This is an optimization exercise on Yosys and OpenROAD, whose aim is small area and few clock cycles, not a production implementation.
Only simulation tests tie the RTL to the original design; equivalence was not proved.
Power figures rest on the tool's default switching activity, not on a simulated workload.

== oak ==
Design adc16_tapcal, start of the top module:
module adc16_tapcal (
    input  wire         clk,
    input  wire         rst,           
    input  wire         start,         
    input  wire [7:0]   cfg_deskew,    
    input  wire [15:0]  cfg_iter,      
    input  wire [15:0]  cfg_snaplen,   
    output wire         busy,
    output reg          done,          
    output reg          done_err,      
    output wire         ev_valid,
    input  wire         ev_ready,
    output wire [1:0]   ev_op,         
    output wire [4:0]   ev_tap,
    output wire [7:0]   ev_mask,
    input  wire         smp_valid,
    input  wire [31:0]  smp_data,
    input  wire         cap_fail,
    output reg          err_valid,
    output wire [4:0]   err_tap,
    output wire [255:0] err_count,     
    output wire [63:0]  cal_result,    
    output wire [255:0] good_map,      
    output reg          heur_slip
);
Size in the first run: roughly 2200 cells after synthesis, roughly 600 flip-flops, about 680 I/O pins, about 25000 µm² of cells after synthesis.
==> flow/config.mk <==
export PLATFORM = sky130hd
export DESIGN_NAME = adc16_tapcal
export DESIGN_NICKNAME = adc16_tapcal
export VERILOG_FILES = /design/flow/design.v
export SDC_FILE = /design/flow/constraint.sdc
export NUM_CORES = 4
export LEC_CHECK = 0
export CAP_MARGIN = 20
export CORE_MARGIN = 2
export CORE_UTILIZATION = 40
export SLEW_MARGIN = 20
==> flow/constraint.sdc <==
create_clock -name core_clock -period 25.0 [get_ports {clk}]
set_input_delay 5.0000 -clock core_clock [delete_from_list [all_inputs] [get_ports {clk}]]
set_output_delay 5.0000 -clock core_clock [all_outputs]
set_load 0.01 [all_outputs]
run.sh (not shown) runs the stock make flow with config.mk's settings and CLKGATE_MAP_FILE= SYNTH_SCRIPT=/design/flow/synth_recipe.tcl, a recipe that flattens the netlist after the stock synthesis.
Testbench counts of oak, summed over its fixed seeds: cycles 202,129.
The inputs of cedar differ from those of oak as listed below.
==> flow/flow/run.sh (new file) <==
#!/bin/bash
# Layout flow: the standard flow, with two changes after the standard synthesis:
#  * every port still gets its buffer, but a sky130_fd_sc_hd__buf_1 one;
#  * clock tree built from clkbuf_4 cells without dummy loads.
# Each tool's full output goes to a log file in the work folder.
set -euo pipefail
bash standard.sh synth > flow_synth.log 2>&1
export BUFFER_PORTS_ARGS="-buffer_cell sky130_fd_sc_hd__buf_1"
export CTS_ARGS="-sink_clustering_enable -repair_clock_nets -dont_use_dummy_load -buf_list sky130_fd_sc_hd__clkbuf_4"
bash standard.sh > flow_layout.log 2>&1
==> flow/standard.sh (new file) <==
#!/bin/bash
# synth_recipe.tcl (not shown) runs the flow's synth.tcl, then flattens the netlist and writes it again
# the make line also repeats each setting of config.mk as NAME=value (left out here)
make -C /OpenROAD-flow-scripts/flow DESIGN_CONFIG=/design/flow/config.mk WORK_HOME=/design/flow/orfs CLKGATE_MAP_FILE= SYNTH_SCRIPT=/design/flow/synth_recipe.tcl "${@:-finish}"
removed: flow/run.sh
--- outcome ---
On cedar: design area is 15% lower than what oak gave. The worst setup margin in cedar was higher than what oak gave. | reported net switching power | higher: oak |.


Setup of rev 12:
Another version of the RTL of adc16_tapcal (not shown whole).
Size: about 2100 cells after synthesis, about 600 flip-flops, roughly 680 I/O pins, about 0.024 mm^2 of cells after synthesis.
Settings: LEC_CHECK=0, CAP_MARGIN=20, CORE_MARGIN=2, CORE_UTILIZATION=70, SLEW_MARGIN=20; clock period 25.0 ns.
standard.sh (not shown) runs the stock make flow with config.mk's settings and CLKGATE_MAP_FILE= SYNTH_SCRIPT=/design/flow/synth_recipe.tcl, a recipe that flattens the netlist after the stock synthesis.
==> flow/flow/run.sh <==
#!/bin/bash
# Layout flow: the standard flow, with two changes after the standard synthesis:
#  * every port still gets its buffer, but a sky130_fd_sc_hd__buf_1 one;
#  * the clock tree is built from clkbuf_4 cells in clusters of up to 10 sinks,
#    without dummy loads.
# Each tool's full output goes to a log file in the work folder.
set -euo pipefail
bash standard.sh synth > flow_synth.log 2>&1
export BUFFER_PORTS_ARGS="-buffer_cell sky130_fd_sc_hd__buf_1"
export CTS_ARGS="-sink_clustering_enable -repair_clock_nets -dont_use_dummy_load -buf_list sky130_fd_sc_hd__clkbuf_4 -sink_clustering_size 10 -sink_clustering_max_diameter 40"
bash standard.sh > flow_layout.log 2>&1
Rev 12 finished every stage and its layout cleared the timing, design-rule and antenna checks.
Testbench counts of rev 12, summed over its fixed seeds: cycles 202,129.
What rev 13 does differently from rev 12 at the input level:
Settings: setting CTS_BUF_LIST to sky130_fd_sc_hd__clkbuf_4 for the first time; setting CTS_CLUSTER_SIZE to 8 for the first time; setting CTS_CLUSTER_DIAMETER to 35 for the first time.
==> flow/run.sh (new file) <==
#!/bin/bash
# synth_recipe.tcl (not shown) runs the flow's synth.tcl, then flattens the netlist and writes it again
# the make line also repeats each setting of config.mk as NAME=value (left out here)
make -C /OpenROAD-flow-scripts/flow DESIGN_CONFIG=/design/flow/config.mk WORK_HOME=/design/flow/orfs CLKGATE_MAP_FILE= SYNTH_SCRIPT=/design/flow/synth_recipe.tcl finish
removed: flow/flow/run.sh
removed: flow/standard.sh
==> notes.md <==
Every stage of the flow completed for rev 13, and the final layout passed the timing, design-rule and antenna checks.
Global-route track usage on met3 in rev 13 is 7.2 points higher than in rev 12
The clock transition at the registers of the reported paths on rev 13 is in line with that on rev 12.
Relative to rev 12, ratio of final minimum period to clock period has increased by 4.0 points in rev 13.
Cell-internal power was higher in the run labelled rev 13.
Critical path depth delta (rev 12 -> rev 13): insignificant
Number of clock buffers in the layout was higher in the run labelled rev 13.
Higher final period demand of the worst path was reported by rev 13, not rev 12.
Summary of rev 13 over rev 12: first-pass GRT wire length went up by about 30%; number of max-cap violations has remained practically unchanged; post-synthesis to final-layout area growth saw an increase.


lane 1:
adc16_tapcal, a different RTL version from the one above (not shown whole).
Size: ~2200 cells after synthesis.
==> flow/config.mk <==
export PLATFORM = sky130hd
export DESIGN_NAME = adc16_tapcal
export DESIGN_NICKNAME = adc16_tapcal
export VERILOG_FILES = /design/flow/design.v
export SDC_FILE = /design/flow/constraint.sdc
export NUM_CORES = 4
export LEC_CHECK = 0
export CAP_MARGIN = 20
export CORE_MARGIN = 2
export CORE_UTILIZATION = 80
export SLEW_MARGIN = 20
==> flow/constraint.sdc <==
create_clock -name core_clock -period 25.0 [get_ports {clk}]
set_input_delay 5.0000 -clock core_clock [delete_from_list [all_inputs] [get_ports {clk}]]
set_output_delay 5.0000 -clock core_clock [all_outputs]
set_load 0.01 [all_outputs]
==> flow/flow/run.sh <==
#!/bin/bash
# Layout flow: the standard flow, with two changes after the standard synthesis:
#  * every port still gets its buffer, but a sky130_fd_sc_hd__buf_1 one;
#  * the clock tree is built from clkbuf_4 cells in clusters of up to 8 sinks,
#    without dummy loads.
# Each tool's full output goes to a log file in the work folder.
set -euo pipefail
bash standard.sh synth > flow_synth.log 2>&1
export BUFFER_PORTS_ARGS="-buffer_cell sky130_fd_sc_hd__buf_1"
export CTS_ARGS="-sink_clustering_enable -repair_clock_nets -dont_use_dummy_load -buf_list sky130_fd_sc_hd__clkbuf_4 -sink_clustering_size 8 -sink_clustering_max_diameter 40"
bash standard.sh > flow_layout.log 2>&1
Stage in which a tool error killed lane 1: I/O pin placement.
Testbench counts of lane 1, summed over its fixed seeds: cycles 202,129.
The inputs of lane 2 differ from those of lane 1 as listed below.
Settings: swapping 80 for 70 in CORE_UTILIZATION.
==> comparison <==
Lane 2 closes out successfully: all stages finished, all timing, DRC and antenna checks passed.
Lane 2 ends up with a height of the die that is about 7% higher than in lane 1.
Number of standard-cell rows in the floorplan: lane 2 > lane 1
Fraction of registers with async set/reset across lane 1 and lane 2: no real change.
Compared with lane 1, in lane 2 effective utilization at floorplan shows a reduction of 11 points; die boundary width rose by 12 um; cell area after synthesis held steady.

## static timing again, ports no longer ideal
No port has a modelled driver above. Below, the same layouts with a new extraction and two added sets of constraints.
Step 1, drivers: a clkbuf_16 drives clk and a buf_2 each remaining input, both assumed.
Step 2 times the ports against the registers' clock, not the clock port: input delays grow and output delays shrink by t, the midpoint of the rising clock arrivals with the driver on.
Slacks: no drivers / after step 1 / after step 2; pairs: no drivers / after step 1.
run | t (ns) | setup slack, ns | worst setup path at the end | latest minus earliest clock arrival (ns) | worst data-port slew with drivers (ns)
oak | 0.662 | 10.937 / 10.974 / 10.312 | input to register | 0.023 / 0.022 | 0.11
cedar | 0.961 | 11.564 / 11.607 / 10.646 | input to register | 0.122 / 0.122 | 0.11
rev 12 | 0.808 | 12.369 / 12.396 / 11.588 | input to register | 0.062 / 0.061 | 0.13
rev 13 | 0.829 | 11.373 / 11.326 / 10.497 | input to register | 0.063 / 0.064 | 0.16
lane 2 | 0.841 | 12.130 / 12.165 / 11.323 | input to register | 0.049 / 0.049 | 0.13
After both steps setup and hold are still met in every run listed. For cedar, which loses most, drivers alone change the setup slack by +0.043 ns; drivers and shift together by -0.918 ns.
